Source: an optimization exercise on an open RTL-to-GDS flow (aim: small area, a short achievable clock period and few clock cycles). Production flows keep margins and buffers that such runs may drop. In this exercise RTL edits were held to simulation tests only and were not proved equivalent to the original.

Design ziz_qnt, start of the top module:
module ziz_qnt (
    input  wire        clk,
    input  wire        rst,
    input  wire        start,
    input  wire        op,
    input  wire [31:0] opa,
    input  wire [31:0] opb,
    input  wire [31:0] opc,
    output wire        ready,
    output reg         done,
    output wire [31:0] res,
    output reg         oor,
    output reg  [2:0]  fcode
);
    localparam integer K  = 3;                  
    localparam integer NC = 8;                  
    localparam [2:0] S_IDLE = 3'd0,
                     S_1    = 3'd1,
                     S_2    = 3'd2,
                     S_3    = 3'd3,
                     S_DIV  = 3'd4,
                     S_LAST = 3'd5,
                     S_RND  = 3'd6,
                     S_MS   = 3'd7;
    reg [2:0]  state;
    reg        op_r;
    reg [31:0] a_r, min_r, max_r;
    reg        ovf1, ovf2, zero2;
    reg              xs;
    reg signed [9:0] xe;
    reg [23:0]       xm;
    reg [24:0]       rem;
    reg [25:0]       quo;
    reg signed [9:0] tex, gex;
    reg              tsg;
    reg              ms_st;
    reg [3:0]        cnt;
    assign ready = (state == S_IDLE);
    wire [23:0] dvs = max_r[23:0];
    assign res = a_r;
    wire fin_ok = (min_r[30:23] != 8'hFF) && (max_r[30:23] != 8'hFF) &&
                  (op_r || (a_r[30:23] != 8'hFF));
    wire        add_x = (state == S_3) || (state == S_1 && !op_r);
    wire [31:0] add_a = add_x ? a_r : max_r;
    wire [31:0] add_b = {min_r[31] ^ (state != S_3), min_r[30:0]};
    wire [31:0] add_res;
    wire        add_ovf, add_zero;
    fp_add u_add (.a(add_a), .b(add_b), .res(add_res), .ovf(add_ovf), .zero(add_zero));
    wire eq_mm = add_zero;
    wire lt_mm = !add_zero && add_res[31];
    wire [31:0] g_val = eq_mm ? 32'h3F800000 : add_res;
    wire        g_ovf = !eq_mm && add_ovf;
    wire [31:0] mul_res;
    wire        mul_ovf, mul_sub, mul_zero, pre_s;
    wire [24:0] pre;
    wire [9:0]  pre_e;
  ...
Settings: LEC_CHECK=0, ABC_AREA=1, CAP_MARGIN=20, CORE_MARGIN=2, CORE_UTILIZATION=40, PLACE_DENSITY=0.6, SLEW_MARGIN=20; clock period 45.0 ns.
standard.sh (not shown) runs the stock make flow with config.mk's settings and CLKGATE_MAP_FILE= SYNTH_SCRIPT=/design/flow/synth_recipe.tcl, a recipe that flattens the netlist after the stock synthesis.
==> flow/flow/run.sh <==
#!/bin/bash
# The standard layout, with the resizer's setup repair aiming for 13 ns paths
# (a setup margin of 32 ns on the 45 ns clock) instead of stopping at 45 ns.
set -euo pipefail
bash standard.sh SETUP_SLACK_MARGIN=32 finish > standard.log 2>&1
Testbench counts at the start, summed over its fixed seeds: cycles 10,693.
Change:
--- a/flow/design.v
+++ b/flow/design.v
@@ -85,19 +85,18 @@
     input  wire signed [9:0] xe,
     input  wire [23:0]       xm,
     input  wire [7:0]        qn_i,
     input  wire [2:0]        k,
     output wire [31:0]       res,
     output wire              ovf,
-    output wire              zero,
     output wire              sub,
     output wire [24:0]       pre,
     output wire              pre_s,
     output wire [9:0]        pre_e
 );
-    wire [7:0]  qn = qn_i;
+    wire [7:0]  qn = deq ? qn_i : 8'hFF;
     wire [31:0] r0 = qn[0] ? {8'd0, xm}       : 32'd0;
     wire [31:0] r1 = qn[1] ? {7'd0, xm, 1'd0} : 32'd0;
     wire [31:0] r2 = qn[2] ? {6'd0, xm, 2'd0} : 32'd0;
     wire [31:0] r3 = qn[3] ? {5'd0, xm, 3'd0} : 32'd0;
     wire [31:0] r4 = qn[4] ? {4'd0, xm, 4'd0} : 32'd0;
     wire [31:0] r5 = qn[5] ? {3'd0, xm, 5'd0} : 32'd0;
@@ -125,16 +124,16 @@
     fp_cpa48 u_cpa (.a(u5), .b(v5), .s(p48));
     wire        top = p48[47];
     wire [23:0] m0  = top ? p48[47:24] : p48[46:23];
     wire        g0  = top ? p48[23] : p48[22];
     wire        s0  = (|p48[21:0]) | (top & p48[22]);
     wire signed [10:0] eb = $signed({xe[9], xe}) + (deq ? -$signed({8'd0, k}) : 11'sd8)
-                            - (top ? 11'sd0 : 11'sd1);
+                            - (top ? 11'sd0 : 11'sd1) + 11'sd127;
     wire        inc = g0 & (s0 | m0[0]);
     wire [32:0] pk  = {eb[9:0] - 10'd1, 23'd0} + {9'd0, m0} + {32'd0, inc};
-    assign zero = (xm == 24'd0) | ~qn_i[7];
+    wire        zero = (xm == 24'd0) | (deq & ~qn_i[7]);
     assign sub = !zero && (eb < 11'sd1);
     assign ovf = !zero && !sub && (pk[32:23] >= 10'd255);
     assign res = zero ? {xs & ~deq, 31'd0} : {xs, pk[30:0]};
     assign pre = {m0, g0};
     assign pre_s = s0;
     assign pre_e = eb[9:0];
@@ -259,17 +258,17 @@
     fp_add u_add (.a(add_a), .b(add_b), .res(add_res), .ovf(add_ovf), .zero(add_zero));
     wire eq_mm = add_zero;
     wire lt_mm = !add_zero && add_res[31];
     wire [31:0] g_val = eq_mm ? 32'h3F800000 : add_res;
     wire        g_ovf = !eq_mm && add_ovf;
     wire [31:0] mul_res;
-    wire        mul_ovf, mul_sub, mul_zero, pre_s;
+    wire        mul_ovf, mul_sub, pre_s;
     wire [24:0] pre;
     wire [9:0]  pre_e;
     fp_mul u_mul (.deq(op_r), .xs(xs), .xe(xe), .xm(xm), .qn_i(a_r[7:0]), .k(a_r[10:8]),
-                  .res(mul_res), .ovf(mul_ovf), .zero(mul_zero), .sub(mul_sub), .pre(pre), .pre_s(pre_s),
+                  .res(mul_res), .ovf(mul_ovf), .sub(mul_sub), .pre(pre), .pre_s(pre_s),
                   .pre_e(pre_e));
     wire        ms_go  = tex < 10'sd1;
     wire        ms_inc = rem[0] & (ms_st | rem[1]);
     wire [23:0] ms_pk  = rem[24:1] + {23'd0, ms_inc};
     wire [7:0] q = a_r[7:0];
     wire [2:0] qk = q[7] ? 3'd0 : q[6] ? 3'd1 : q[5] ? 3'd2 : q[4] ? 3'd3 :
@@ -347,26 +346,26 @@
     always @(posedge clk) begin
         if (state == S_2) begin
             xm <= xm << 1;
             xe <= xe - 10'sd1;
         end else begin
             xs <= x_src[31];
-            xe <= $signed({2'b0, x_nrm ? x_src[30:23] : 8'd1});
+            xe <= $signed({2'b0, x_nrm ? x_src[30:23] : 8'd1}) - 10'sd127;
             xm <= {x_nrm, x_src[22:0]};
         end
         if (state == S_1)
             ovf1 <= op_r ? g_ovf : add_ovf;
         if (state == S_2) begin
             rem   <= mul_sub ? pre : {2'b0, m_nrm, mul_res[22:0]};
             if (x_norm) max_r[23:0] <= {g_nrm, g_val[22:0]};
             tex   <= mul_sub ? $signed(pre_e) : $signed({2'b0, mul_res[30:24], mul_res[23] | !m_nrm});
             gex   <= $signed({2'b0, g_val[30:24], g_val[23] | !g_nrm});
             tsg   <= mul_res[31];
             ms_st <= pre_s;
             ovf2  <= op_r ? mul_ovf : (g_ovf || mul_ovf);
-            zero2 <= mul_zero;
+            zero2 <= !mul_sub && mul_res[30:0] == 31'd0;
         end else if (state == S_MS) begin
             if (ms_go) begin
                 rem   <= rem >> 1;
                 ms_st <= ms_st | rem[0];
                 tex   <= tex + 10'sd1;
             end else begin
@@ -397,14 +396,14 @@
             op_r  <= op;
             a_r   <= opa;
             min_r <= opb;
             max_r <= opc;
         end else if (fin) begin
             a_r <= res_nx;
-        end else if (state == S_1) begin
-            a_r[10:0] <= op_r ? {qk, q << qk} : {3'd0, 8'hFF};
+        end else if (state == S_1 && op_r) begin
+            a_r[10:0] <= {qk, q << qk};
         end else if (state == S_2 && op_r && x_norm) begin
             a_r <= mul_res;
         end else if (state == S_MS && op_r && !ms_go) begin
             a_r <= {tsg, 7'd0, ms_pk};
         end
     end
Outcome: Synthesized area barely changes; critical path depth is lower by 10; fmax hardly moves; flip-flop and latch count is unchanged; global-route usage is lower by 0.47 points; utilization is higher by 0.43 points; via count is higher by 1.5%; routed wire length is lower by 1.3%; cell area is higher by 0.76%; worst setup slack improves by 0.015 ns; non-clock buffer count is higher by 19; count of clock-buffer cells in the layout is lower by 2; hold slack improves by 0.0059 ns.
Testbench counts after the change, summed over its fixed seeds: cycles 10,693.

==> port drivers added, routing unchanged <==
The results above use ideal ports. As a check the final layouts listed here were re-extracted and re-timed, cells and wires unchanged. Step 1 assumes that a clkbuf_16 drives the clock port and a buf_2 every other input. Step 2 also shifts input and output timing later by t, the mid clock arrival at the registers, as if the neighbouring blocks saw the same clock. a / b / c = no drivers / after step 1 / after step 2; a / b = the first two.
| run | t (ns) | slack for setup (ns) | slew at the worst register clock pin (ns) | worst data-port slew with drivers (ns) | cell pins on the clock port's net |
|---|---|---|---|---|---|
| the first run | 0.665 | 32.525 / 32.525 / 32.525 | 0.07 / 0.07 | 0.07 | 1 |
| the second run | 0.700 | 32.540 / 32.540 / 32.540 | 0.07 / 0.07 | 0.11 | 1 |
After both steps setup and hold are still met in every run listed.
